Context: an optimization exercise on an open-source flow, tuned for small area and a short achievable clock period. The choices shown serve that exercise and are no tape-out recipe. At most, simulation tests tie the RTL to the original design; equivalence was not proved. Power and IR drop assume default switching activity.

==> inputs of job 1028 <==
## sbfp_pipe
module sbfp_pipe (
    input  wire        clk,
    input  wire        rst,         
    input  wire        in_valid,
    input  wire [1:0]  op,
    input  wire [63:0] x,
    input  wire [15:0] y,
    output reg         out_valid,
    output wire [63:0] r
);
clock: 14.0 ns
lec_check: 0
cap_margin: 20
core_margin: 2
core_utilization: 40
slew_margin: 20
run.sh (not shown) runs the stock make flow with config.mk's settings and CLKGATE_MAP_FILE= SYNTH_SCRIPT=/design/flow/synth_recipe.tcl, a recipe that flattens the netlist after the stock synthesis.
==> job 7647 (differences from job 1028) <==
--- a/flow/design.v
+++ b/flow/design.v
@@ -121,16 +121,37 @@
     input  wire        in_valid,
     input  wire [1:0]  op,
     input  wire [63:0] x,
     input  wire [15:0] y,
     output reg         out_valid,
     output wire [63:0] r
 );
-    wire [15:0] a = x[15:0];
-    wire [15:0] b = y;
+    wire        t  = x[63];
+    wire [10:0] xe = x[62:52];
+    wire [51:0] g  = x[51:0];
+    wire        g_nz   = |g;
+    wire        x_max  = &xe;
+    wire        x_zero = ~|xe & ~g_nz;
+    wire [9:0]  nan_pl = g_nz ? ((|g[50:41]) ? g[50:41] : 10'd1) : 10'd0;
+    wire [6:0]  xe_lo  = xe[6:0] + 7'd16;              
+    wire        xe_big = (xe > 11'd1039);
+    wire        xe_sml = (xe < 11'd996);
+    wire [6:0]  e21_enc = x_max ? 7'd1 : xe_big ? 7'd31 : xe_sml ? 7'h74 : xe_lo;
+    wire [10:0] v_enc   = x_max ? {1'b1, nan_pl} : x_zero ? 11'd0 : {1'b1, g[51:42]};
+    reg         v1;
+    reg  [1:0]  op1;
+    reg  [15:0] A1, B1;
+    always @(posedge clk) begin
+        v1  <= in_valid & ~rst;
+        op1 <= op;
+        A1  <= (op == 2'b00) ? {t & ~x_zero, x_max, 3'b000, v_enc} : x[15:0];
+        B1  <= (op == 2'b00) ? {9'd0, e21_enc} : y;
+    end
+    wire [15:0] a = A1;
+    wire [15:0] b = B1;
     wire       sa = a[15], sb = b[15];
     wire [4:0] ea = a[14:10], eb = b[14:10];
     wire [9:0] fa = a[9:0],   fb = b[9:0];
     wire       na = |ea, nb = |eb;
     wire [4:0] Ea = {ea[4:1], ea[0] | ~na};         
     wire [4:0] Eb = {eb[4:1], eb[0] | ~nb};
     wire [10:0] siga = {na, fa};
@@ -156,102 +177,101 @@
     reg  [10:0] smask;
     integer i;
     always @* for (i = 0; i <= 10; i = i + 1) smask[i] = (d >= i + 2);
     wire        sticky = |(sigs & smask);
     wire        eff_sub = sa ^ sb;
     wire [13:0] opl = {1'b0, sigl, 2'b00};
     wire [13:0] ops = {1'b0, bsh, sticky};
-    wire        is_add = op[0];
-    wire [21:0] ca = is_add ? {opl, eff_sub, 7'd0} : ra;
-    wire [21:0] cb = is_add ? {ops ^ {14{eff_sub}}, eff_sub, 7'd0} : rb;
-    wire [21:0] csum = ca + cb;
     wire        a_cancel = (a[14:0] == b[14:0]) & (eff_sub | a_zero);
     wire        s_sign = (swap ? sb : sa) & ~a_cancel;
     wire        s_nan = a_nan | b_nan | (a_inf & b_inf & eff_sub);
     wire        s_inf = a_inf | b_inf;
     wire        s_isign = a_inf ? sa : sb;
-    wire        t  = x[63];
-    wire [10:0] xe = x[62:52];
-    wire [51:0] g  = x[51:0];
-    wire        g_nz = |g;
-    wire        x_max = &xe;
-    wire        x_zero = ~|xe & ~g_nz;
-    wire [9:0]  nan_pl = g_nz ? ((|g[50:41]) ? g[50:41] : 10'd1) : 10'd0;
-    wire [11:0] xe_m = {1'b0, xe} - 12'd1008;
-    wire [6:0]  e21_enc = xe_m[11] ? ((xe < 11'd996) ? 7'h74 : xe_m[6:0])
-                        : ((xe > 11'd1039) ? 7'd31 : xe_m[6:0]);
-    reg  [21:0] V;
+    reg  [21:0] CA, CB;
     reg  [6:0]  E21;
     reg         sgn, spec;
     always @* begin
-        case (op)
+        CB = 22'd0;
+        case (op1)
             2'b00: begin    
-                spec = x_max;
-                sgn  = t & ~x_zero;
-                if (x_max) begin
-                    V = {1'b1, nan_pl, 11'd0}; E21 = 7'd1;
-                end else begin
-                    V = x_zero ? 22'd0 : {1'b1, g[51:42], 11'd0}; E21 = e21_enc;
-                end
+                spec = a[14];
+                sgn  = a[15];
+                CA   = {a[10:0], 11'd0};
+                E21  = b[6:0];
             end
             2'b01: begin    
                 spec = amax;
                 sgn  = sa;
-                V    = amax ? {1'b1, fa_nz, fa, 10'd0} : {na, fa, 11'd0};
+                CA   = amax ? {1'b1, fa_nz, fa, 10'd0} : {na, fa, 11'd0};
                 E21  = {2'b00, Ea};
             end
             2'b10: begin    
                 spec = m_nan | m_inf;
                 sgn  = m_nan ? 1'b0 : m_sign | (m_inf & (sa ^ sb));
-                V    = (m_nan | m_inf) ? {1'b1, 9'd0, m_nan, 11'd0} : csum;
+                CA   = (m_nan | m_inf) ? {1'b1, 9'd0, m_nan, 11'd0} : ra;
+                CB   = (m_nan | m_inf) ? 22'd0 : rb;
                 E21  = (m_nan | m_inf) ? 7'd1 : e21_mul;
             end
             default: begin  
                 spec = s_nan | s_inf;
                 sgn  = s_nan ? 1'b0 : (s_inf ? s_isign : s_sign);
-                V    = (s_nan | s_inf) ? {1'b1, 9'd0, s_nan, 11'd0} : {csum[21:8], 8'd0};
+                CA   = (s_nan | s_inf) ? {1'b1, 9'd0, s_nan, 11'd0} : {opl, eff_sub, 7'd0};
+                CB   = (s_nan | s_inf) ? 22'd0 : {ops ^ {14{eff_sub}}, eff_sub, 7'd0};
                 E21  = (s_nan | s_inf) ? 7'd1 : {2'b00, EL} + 7'd1;
             end
         endcase
     end
-    reg         v1;
-    reg  [21:0] V1;
-    reg  [6:0]  E1;
-    reg         sgn1, spec1, dec1;
-    always @(posedge clk) begin
-        out_valid <= in_valid & ~rst;
-        V1   <= V;
-        E1   <= E21;
-        sgn1 <= sgn;
-        spec1 <= spec;
-        dec1 <= (op == 2'b01);
-    end
-    wire        rmode = E1[6] | (E1 == 7'd0);           
+    reg         v2;
+    reg  [21:0] CA2, CB2;
+    reg  [6:0]  E2;
+    reg         sgn2, spec2, dec2;
+    always @(posedge clk) begin
+        v2    <= v1 & ~rst;
+        CA2   <= CA;
+        CB2   <= CB;
+        E2    <= E21;
+        sgn2  <= sgn;
+        spec2 <= spec;
+        dec2  <= (op1 == 2'b01);
+    end
+    reg         v3;
+    reg  [21:0] V3;
+    reg  [6:0]  E3;
+    reg         sgn3, spec3, dec3;
+    always @(posedge clk) begin
+        v3    <= v2 & ~rst;
+        V3    <= CA2 + CB2;
+        E3    <= E2;
+        sgn3  <= sgn2;
+        spec3 <= spec2;
+        dec3  <= dec2;
+    end
+    wire        rmode = E3[6] | (E3 == 7'd0);           
     reg  [21:0] lim;
     integer j;
     always @* for (j = 0; j <= 21; j = j + 1)
-        lim[j] = ~dec1 & (E1 == 7'd22 - j);
-    wire [21:0] Vm = V1 | lim;
+        lim[j] = ~dec3 & (E3 == 7'd22 - j);
+    wire [21:0] Vm = V3 | lim;
     reg  [4:0]  lz;
     integer k;
     always @* begin
         lz = 5'd22;
         for (k = 0; k <= 21; k = k + 1)
             if (Vm[k]) lz = 5'd21 - k;
     end
-    wire [5:0]  sh = rmode ? (6'd32 - E1[5:0]) : {1'b0, ~lz};
-    wire [54:0] U  = {13'd0, V1, 20'd0} >> sh;
+    wire [5:0]  sh = rmode ? (6'd32 - E3[5:0]) : {1'b0, ~lz};
+    wire [54:0] U  = {13'd0, V3, 20'd0} >> sh;
     wire [10:0] W  = U[10:0];
-    wire [6:0]  ex = E1 - {2'b00, lz};
+    wire [6:0]  ex = E3 - {2'b00, lz};
     wire        ovf = W[10] & ~ex[6] & (ex[5] | (&ex[4:0]));    
-    wire [4:0]  ef = (spec1 | ovf) ? 5'd31 : (W[10] ? ex[4:0] : 5'd0);
-    wire [9:0]  ff = (ovf & ~spec1) ? 10'd0 : W[9:0];
-    wire [10:0] dex = spec1 ? 11'h7FF : (W[10] ? 11'd1008 + {{4{ex[6]}}, ex} : 11'd0);
-    assign r[63]    = dec1 & sgn1;
-    assign r[62:52] = dec1 ? dex : 11'd0;
-    assign r[51:42] = dec1 ? W[9:0] : 10'd0;
-    assign r[41]    = dec1 & spec1 & V1[10];
-    assign r[40:16] = 25'd0;
-    assign r[15]    = ~dec1 & sgn1;
-    assign r[14:10] = dec1 ? 5'd0 : ef;
-    assign r[9:0]   = dec1 ? 10'd0 : ff;
+    wire [4:0]  ef = (spec3 | ovf) ? 5'd31 : (W[10] ? ex[4:0] : 5'd0);
+    wire [9:0]  ff = (ovf & ~spec3) ? 10'd0 : W[9:0];
+    wire [10:0] dex = spec3 ? 11'h7FF : (W[10] ? 11'd1008 + {{4{ex[6]}}, ex} : 11'd0);
+    reg  [22:0] rhi;    
+    reg  [15:0] rlo;    
+    always @(posedge clk) begin
+        out_valid <= v3 & ~rst;
+        rhi <= dec3 ? {sgn3, dex, W[9:0], spec3 & V3[10]} : 23'd0;
+        rlo <= dec3 ? 16'd0 : {sgn3, ef, ff};
+    end
+    assign r = {rhi, 25'd0, rlo};
 endmodule
==> flow/flow/run.sh (new file) <==
#!/bin/bash
# The standard layout (standard.sh: ORFS from synthesis to finish, with
# the standard flow's synthesis script, config and constraints), with four changes:
#  - SETUP_SLACK_MARGIN=10: the resizer aims 10 ns above the clock's setup
#    requirement (the flow settings allow at most 5), so that it keeps
#    sizing paths that the 14 ns clock already meets;
#  - ADDER_MAP_FILE= (empty): synthesis skips extracting full and half
#    adder cells, so ABC maps the adder and multiplier trees itself;
#  - ABC_AREA=1: ABC's area script;
#  - BUFFER_PORTS_ARGS: every input and output port still gets its buffer,
#    but a sky130_fd_sc_hd__buf_1 (the resizer upsizes it where timing
#    needs) instead of the default clkdlybuf4s50_1.
# Registers are untouched: same synthesis script, same flip-flops and names.
# make's output goes to make.log; each ORFS step keeps its own log under
# orfs/logs/.
set -euo pipefail
bash standard.sh SETUP_SLACK_MARGIN=10 ADDER_MAP_FILE= ABC_AREA=1 \
    "BUFFER_PORTS_ARGS=-buffer_cell sky130_fd_sc_hd__buf_1" finish > make.log 2>&1
==> flow/standard.sh (new file) <==
#!/bin/bash
# synth_recipe.tcl (not shown) runs the flow's synth.tcl, then flattens the netlist and writes it again
# the make line also repeats each setting of config.mk as NAME=value (left out here)
make -C /OpenROAD-flow-scripts/flow DESIGN_CONFIG=/design/flow/config.mk WORK_HOME=/design/flow/orfs CLKGATE_MAP_FILE= SYNTH_SCRIPT=/design/flow/synth_recipe.tcl "${@:-finish}"
removed: flow/run.sh
==> job 3124 (differences from job 1028) <==
ABC_CLOCK_PERIOD_IN_PS = 6000   (was default)
SETUP_SLACK_MARGIN = 5   (was default)
==> summary of the runs <==
Against job 1028, the core utilization of job 3124 is higher by 2.7 points.
Sequential share of layout area, highest first: job 7647, job 1028, job 3124.
Between job 1028 and job 7647, the lower design area is in job 1028 (gap about 15%, measured against job 7647).
Against job 7647, the combinational power of job 3124 is higher by about 10%.
Of job 7647 and job 3124, job 7647 has the higher die area (gap about 18%, measured against job 3124).
Wire length: job 7647 > job 3124 > job 1028.
Between job 7647 and job 1028, the lower critical path depth is in job 7647 (gap 24).
==> figures <==
quantity                                                 job 7647       job 1028       job 3124
Worst Path Required                                      14320 ps       14220 ps       14210 ps
Run status                       no timing/DRC/antenna violations  no timing/DRC/antenna violations  no timing/DRC/antenna violations
Post-CTS Repair Setup Buffers                                   0              0             24
Via count of the first global-routing pass                 13.12k         10.71k         10.75k
Yosys cell types                                               56             90             90
Routability congestion estimate                            0.9660         0.9874         0.9653
FF+latch area                                           3262 um^2     660.6 um^2     660.6 um^2
Leakage component of the power                           7.171 nW       5.390 nW       5.730 nW
Beginning of the worst hold path                             dec2            rst          x[14]
Internal cell power                                      1.204 mW      0.7755 mW      0.8321 mW
Power Clock                                              0.439 mW       0.146 mW       0.145 mW
Arrival time of data at the critical path endpoint        4270 ps       11180 ps        9220 ps
Multi-input logic area                                  8319 um^2      9288 um^2      9582 um^2
Remaining max-slew budget at the tightest pin              44.50%         27.50%         39.24%
Cell Pwr Density                                    155.2 nW/um^2  127.4 nW/um^2  126.9 nW/um^2
FMAX                                                   0.2527 GHz    0.09129 GHz     0.1110 GHz
Only the layout flow was run in job 1028 and job 3124; the RTL was not checked for function there.

==> branch ember: inputs <==
sbfp_pipe, a different RTL version from the one above (not shown whole).
clock: 14.0 ns
lec_check: 0
cap_margin: 20
core_margin: 2
core_utilization: 40
slew_margin: 20
standard.sh (not shown) runs the stock make flow with config.mk's settings and CLKGATE_MAP_FILE= SYNTH_SCRIPT=/design/flow/synth_recipe.tcl, a recipe that flattens the netlist after the stock synthesis.
==> flow/flow/run.sh <==
#!/bin/bash
# The standard layout (standard.sh: ORFS synthesis to finish, unchanged
# scripts and constraints), with the resizer asked to aim 9 ns above the
# clock's setup requirement (SETUP_SLACK_MARGIN) instead of the 0-5 ns the
# flow settings allow, so that it keeps sizing the paths that the 14 ns
# clock already meets. make's output goes to make.log; each ORFS step keeps
# its own log under orfs/logs/.
set -euo pipefail
bash standard.sh SETUP_SLACK_MARGIN=9 finish > make.log 2>&1
==> branch delta: changes against branch ember <==
--- a/flow/design.v
+++ b/flow/design.v
@@ -133,23 +133,22 @@
     wire        x_zero = ~|xe & ~g_nz;
     wire [9:0]  nan_pl = g_nz ? ((|g[50:41]) ? g[50:41] : 10'd1) : 10'd0;
     wire [6:0]  xe_lo  = xe[6:0] + 7'd16;              
     wire        xe_big = (xe > 11'd1039);
     wire        xe_sml = (xe < 11'd996);
     wire [6:0]  e21_enc = x_max ? 7'd1 : xe_big ? 7'd31 : xe_sml ? 7'h74 : xe_lo;
     wire [10:0] v_enc   = x_max ? {1'b1, nan_pl} : x_zero ? 11'd0 : {1'b1, g[51:42]};
-    wire        swap = op[1] & (y[14:0] > x[14:0]);
     reg         v1;
     reg  [1:0]  op1;
     reg  [15:0] A1, B1;
     always @(posedge clk) begin
         v1  <= in_valid & ~rst;
         op1 <= op;
-        A1  <= (op == 2'b00) ? {t & ~x_zero, x_max, 3'b000, v_enc} : swap ? y : x[15:0];
-        B1  <= (op == 2'b00) ? {9'd0, e21_enc} : swap ? x[15:0] : y;
+        A1  <= (op == 2'b00) ? {t & ~x_zero, x_max, 3'b000, v_enc} : x[15:0];
+        B1  <= (op == 2'b00) ? {9'd0, e21_enc} : y;
     end
     wire [15:0] a = A1;
     wire [15:0] b = B1;
     wire       sa = a[15], sb = b[15];
     wire [4:0] ea = a[14:10], eb = b[14:10];
     wire [9:0] fa = a[9:0],   fb = b[9:0];
     wire       na = |ea, nb = |eb;
@@ -164,102 +163,115 @@
     wire       a_zero = ~na & ~fa_nz, b_zero = ~nb & ~fb_nz;
     wire [21:0] ra, rb;
     sbfp_mul11 u_mul (.a(siga), .b(sigb), .ra(ra), .rb(rb));
     wire [6:0]  e21_mul = {2'b00, Ea} + {2'b00, Eb} - 7'd14;
     wire        m_nan = a_nan | b_nan | (a_inf & b_zero) | (b_inf & a_zero);
     wire        m_inf = a_inf | b_inf;
     wire        m_sign = (sa ^ sb) & ~a_zero & ~b_zero;
-    wire [4:0]  EL   = Ea;
-    wire [4:0]  ES   = Eb;
-    wire [10:0] sigl = siga;
-    wire [10:0] sigs = sigb;
+    wire        swap = b[14:0] > a[14:0];
+    wire [4:0]  EL   = swap ? Eb : Ea;
+    wire [4:0]  ES   = swap ? Ea : Eb;
+    wire [10:0] sigl = swap ? sigb : siga;
+    wire [10:0] sigs = swap ? siga : sigb;
     wire [4:0]  d    = EL - ES;
     wire [11:0] bsh  = {sigs, 1'b0} >> d;
     reg  [10:0] smask;
     integer i;
     always @* for (i = 0; i <= 10; i = i + 1) smask[i] = (d >= i + 2);
     wire        sticky = |(sigs & smask);
     wire        eff_sub = sa ^ sb;
     wire [13:0] opl = {1'b0, sigl, 2'b00};
     wire [13:0] ops = {1'b0, bsh, sticky};
-    wire        is_add = op1[0];
-    wire [21:0] ca = is_add ? {opl, eff_sub, 7'd0} : ra;
-    wire [21:0] cb = is_add ? {ops ^ {14{eff_sub}}, eff_sub, 7'd0} : rb;
-    wire [21:0] csum = ca + cb;
     wire        a_cancel = (a[14:0] == b[14:0]) & (eff_sub | a_zero);
-    wire        s_sign = sa & ~a_cancel;
+    wire        s_sign = (swap ? sb : sa) & ~a_cancel;
     wire        s_nan = a_nan | b_nan | (a_inf & b_inf & eff_sub);
     wire        s_inf = a_inf | b_inf;
     wire        s_isign = a_inf ? sa : sb;
-    reg  [21:0] V;
+    reg  [21:0] CA, CB;
     reg  [6:0]  E21;
     reg         sgn, spec;
     always @* begin
+        CB = 22'd0;
         case (op1)
             2'b00: begin    
                 spec = a[14];
                 sgn  = a[15];
-                V    = {a[10:0], 11'd0};
+                CA   = {a[10:0], 11'd0};
                 E21  = b[6:0];
             end
             2'b01: begin    
                 spec = amax;
                 sgn  = sa;
-                V    = amax ? {1'b1, fa_nz, fa, 10'd0} : {na, fa, 11'd0};
+                CA   = amax ? {1'b1, fa_nz, fa, 10'd0} : {na, fa, 11'd0};
                 E21  = {2'b00, Ea};
             end
             2'b10: begin    
                 spec = m_nan | m_inf;
                 sgn  = m_nan ? 1'b0 : m_sign | (m_inf & (sa ^ sb));
-                V    = (m_nan | m_inf) ? {1'b1, 9'd0, m_nan, 11'd0} : csum;
+                CA   = (m_nan | m_inf) ? {1'b1, 9'd0, m_nan, 11'd0} : ra;
+                CB   = (m_nan | m_inf) ? 22'd0 : rb;
                 E21  = (m_nan | m_inf) ? 7'd1 : e21_mul;
             end
             default: begin  
                 spec = s_nan | s_inf;
                 sgn  = s_nan ? 1'b0 : (s_inf ? s_isign : s_sign);
-                V    = (s_nan | s_inf) ? {1'b1, 9'd0, s_nan, 11'd0} : {csum[21:8], 8'd0};
+                CA   = (s_nan | s_inf) ? {1'b1, 9'd0, s_nan, 11'd0} : {opl, eff_sub, 7'd0};
+                CB   = (s_nan | s_inf) ? 22'd0 : {ops ^ {14{eff_sub}}, eff_sub, 7'd0};
                 E21  = (s_nan | s_inf) ? 7'd1 : {2'b00, EL} + 7'd1;
             end
         endcase
     end
     reg         v2;
-    reg  [21:0] V2;
+    reg  [21:0] CA2, CB2;
     reg  [6:0]  E2;
     reg         sgn2, spec2, dec2;
     always @(posedge clk) begin
         v2    <= v1 & ~rst;
-        V2    <= V;
+        CA2   <= CA;
+        CB2   <= CB;
         E2    <= E21;
         sgn2  <= sgn;
         spec2 <= spec;
         dec2  <= (op1 == 2'b01);
     end
-    wire        rmode = E2[6] | (E2 == 7'd0);           
+    reg         v3;
+    reg  [21:0] V3;
+    reg  [6:0]  E3;
+    reg         sgn3, spec3, dec3;
+    always @(posedge clk) begin
+        v3    <= v2 & ~rst;
+        V3    <= CA2 + CB2;
+        E3    <= E2;
+        sgn3  <= sgn2;
+        spec3 <= spec2;
+        dec3  <= dec2;
+    end
+    wire        rmode = E3[6] | (E3 == 7'd0);           
     reg  [21:0] lim;
     integer j;
     always @* for (j = 0; j <= 21; j = j + 1)
-        lim[j] = ~dec2 & (E2 == 7'd22 - j);
-    wire [21:0] Vm = V2 | lim;
+        lim[j] = ~dec3 & (E3 == 7'd22 - j);
+    wire [21:0] Vm = V3 | lim;
     reg  [4:0]  lz;
     integer k;
     always @* begin
         lz = 5'd22;
         for (k = 0; k <= 21; k = k + 1)
             if (Vm[k]) lz = 5'd21 - k;
     end
-    wire [5:0]  sh = rmode ? (6'd32 - E2[5:0]) : {1'b0, ~lz};
-    wire [54:0] U  = {13'd0, V2, 20'd0} >> sh;
+    wire [5:0]  sh = rmode ? (6'd32 - E3[5:0]) : {1'b0, ~lz};
+    wire [54:0] U  = {13'd0, V3, 20'd0} >> sh;
     wire [10:0] W  = U[10:0];
-    wire [6:0]  ex = E2 - {2'b00, lz};
+    wire [6:0]  ex = E3 - {2'b00, lz};
     wire        ovf = W[10] & ~ex[6] & (ex[5] | (&ex[4:0]));    
-    wire [4:0]  ef = (spec2 | ovf) ? 5'd31 : (W[10] ? ex[4:0] : 5'd0);
-    wire [9:0]  ff = (ovf & ~spec2) ? 10'd0 : W[9:0];
-    wire [10:0] dex = spec2 ? 11'h7FF : (W[10] ? 11'd1008 + {{4{ex[6]}}, ex} : 11'd0);
+    wire [4:0]  ef = (spec3 | ovf) ? 5'd31 : (W[10] ? ex[4:0] : 5'd0);
+    wire [9:0]  ff = (ovf & ~spec3) ? 10'd0 : W[9:0];
+    wire [10:0] dex = spec3 ? 11'h7FF : (W[10] ? 11'd1008 + {{4{ex[6]}}, ex} : 11'd0);
     reg  [22:0] rhi;    
     reg  [15:0] rlo;    
     always @(posedge clk) begin
-        out_valid <= v2 & ~rst;
-        rhi <= dec2 ? {sgn2, dex, W[9:0], spec2 & V2[10]} : 23'd0;
-        rlo <= dec2 ? 16'd0 : {sgn2, ef, ff};
+        out_valid <= v3 & ~rst;
+        rhi <= dec3 ? {sgn3, dex, W[9:0], spec3 & V3[10]} : 23'd0;
+        rlo <= dec3 ? 16'd0 : {sgn3, ef, ff};
     end
     assign r = {rhi, 25'd0, rlo};
 endmodule
==> flow/flow/run.sh (replaced) <==
#!/bin/bash
# The standard layout (standard.sh: ORFS from synthesis to finish, with
# the standard flow's synthesis script, config and constraints), with three changes:
#  - SETUP_SLACK_MARGIN=10: the resizer aims 10 ns above the clock's setup
#    requirement (the flow settings allow at most 5), so that it keeps
#    sizing paths that the 14 ns clock already meets;
#  - ADDER_MAP_FILE= (empty): synthesis skips extracting full and half
#    adder cells, so ABC maps the adder and multiplier trees itself;
#  - ABC_AREA=1: ABC's area script.
# Registers are untouched: same synthesis script, same flip-flops and names.
# make's output goes to make.log; each ORFS step keeps its own log under
# orfs/logs/.
set -euo pipefail
bash standard.sh SETUP_SLACK_MARGIN=10 ADDER_MAP_FILE= ABC_AREA=1 finish > make.log 2>&1
==> summary of the runs <==
Between branch ember and branch delta, the lower combinational power is in branch delta (gap about 80%, measured against branch delta). Of branch delta and branch ember, branch delta has the higher non-clock buffer count (gap 17). In branch delta the utilization is higher than in branch ember, by 2.3 points. In branch ember the clock power is lower than in branch delta, by 43%. Between branch ember and branch delta, the lower die area is in branch ember (gap 2.3%, measured against branch delta). Against branch delta, the worst hold slack of branch ember is higher by 0.12 ns. Clock skew: branch delta is lower than branch ember (0.0010 ns).

==> afterwards: timing with drivers on the ports <==
The results above use ideal ports. As a check the final layouts listed here were re-extracted and re-timed, cells and wires unchanged. Step 1, drivers: a clkbuf_16 drives clk and a buf_2 each remaining input, both assumed. Step 2 also shifts input and output timing later by t, the mid clock arrival at the registers, as if the neighbouring blocks saw the same clock. a / b / c = ideal / step 1 / step 2; a / b = the first two.
| run | t, ns | setup WS [ns] | worst setup path after step 2 |
|---|---|---|---|
| job 1028 | 0.312 | 3.046 / 3.058 / 2.746 | input to register |
| job 7647 | 0.490 | 10.043 / 10.075 / 9.585 | input to register |
| job 3124 | 0.327 | 4.990 / 5.012 / 4.685 | input to register |
| branch ember | 0.412 | 8.705 / 8.705 / 8.705 | register to register |
| branch delta | 0.489 | 10.022 / 10.043 / 9.554 | input to register |
After both steps setup and hold are still met in every run listed. For branch delta, which loses most, drivers alone change the setup slack by +0.021 ns; drivers and shift together by -0.468 ns.
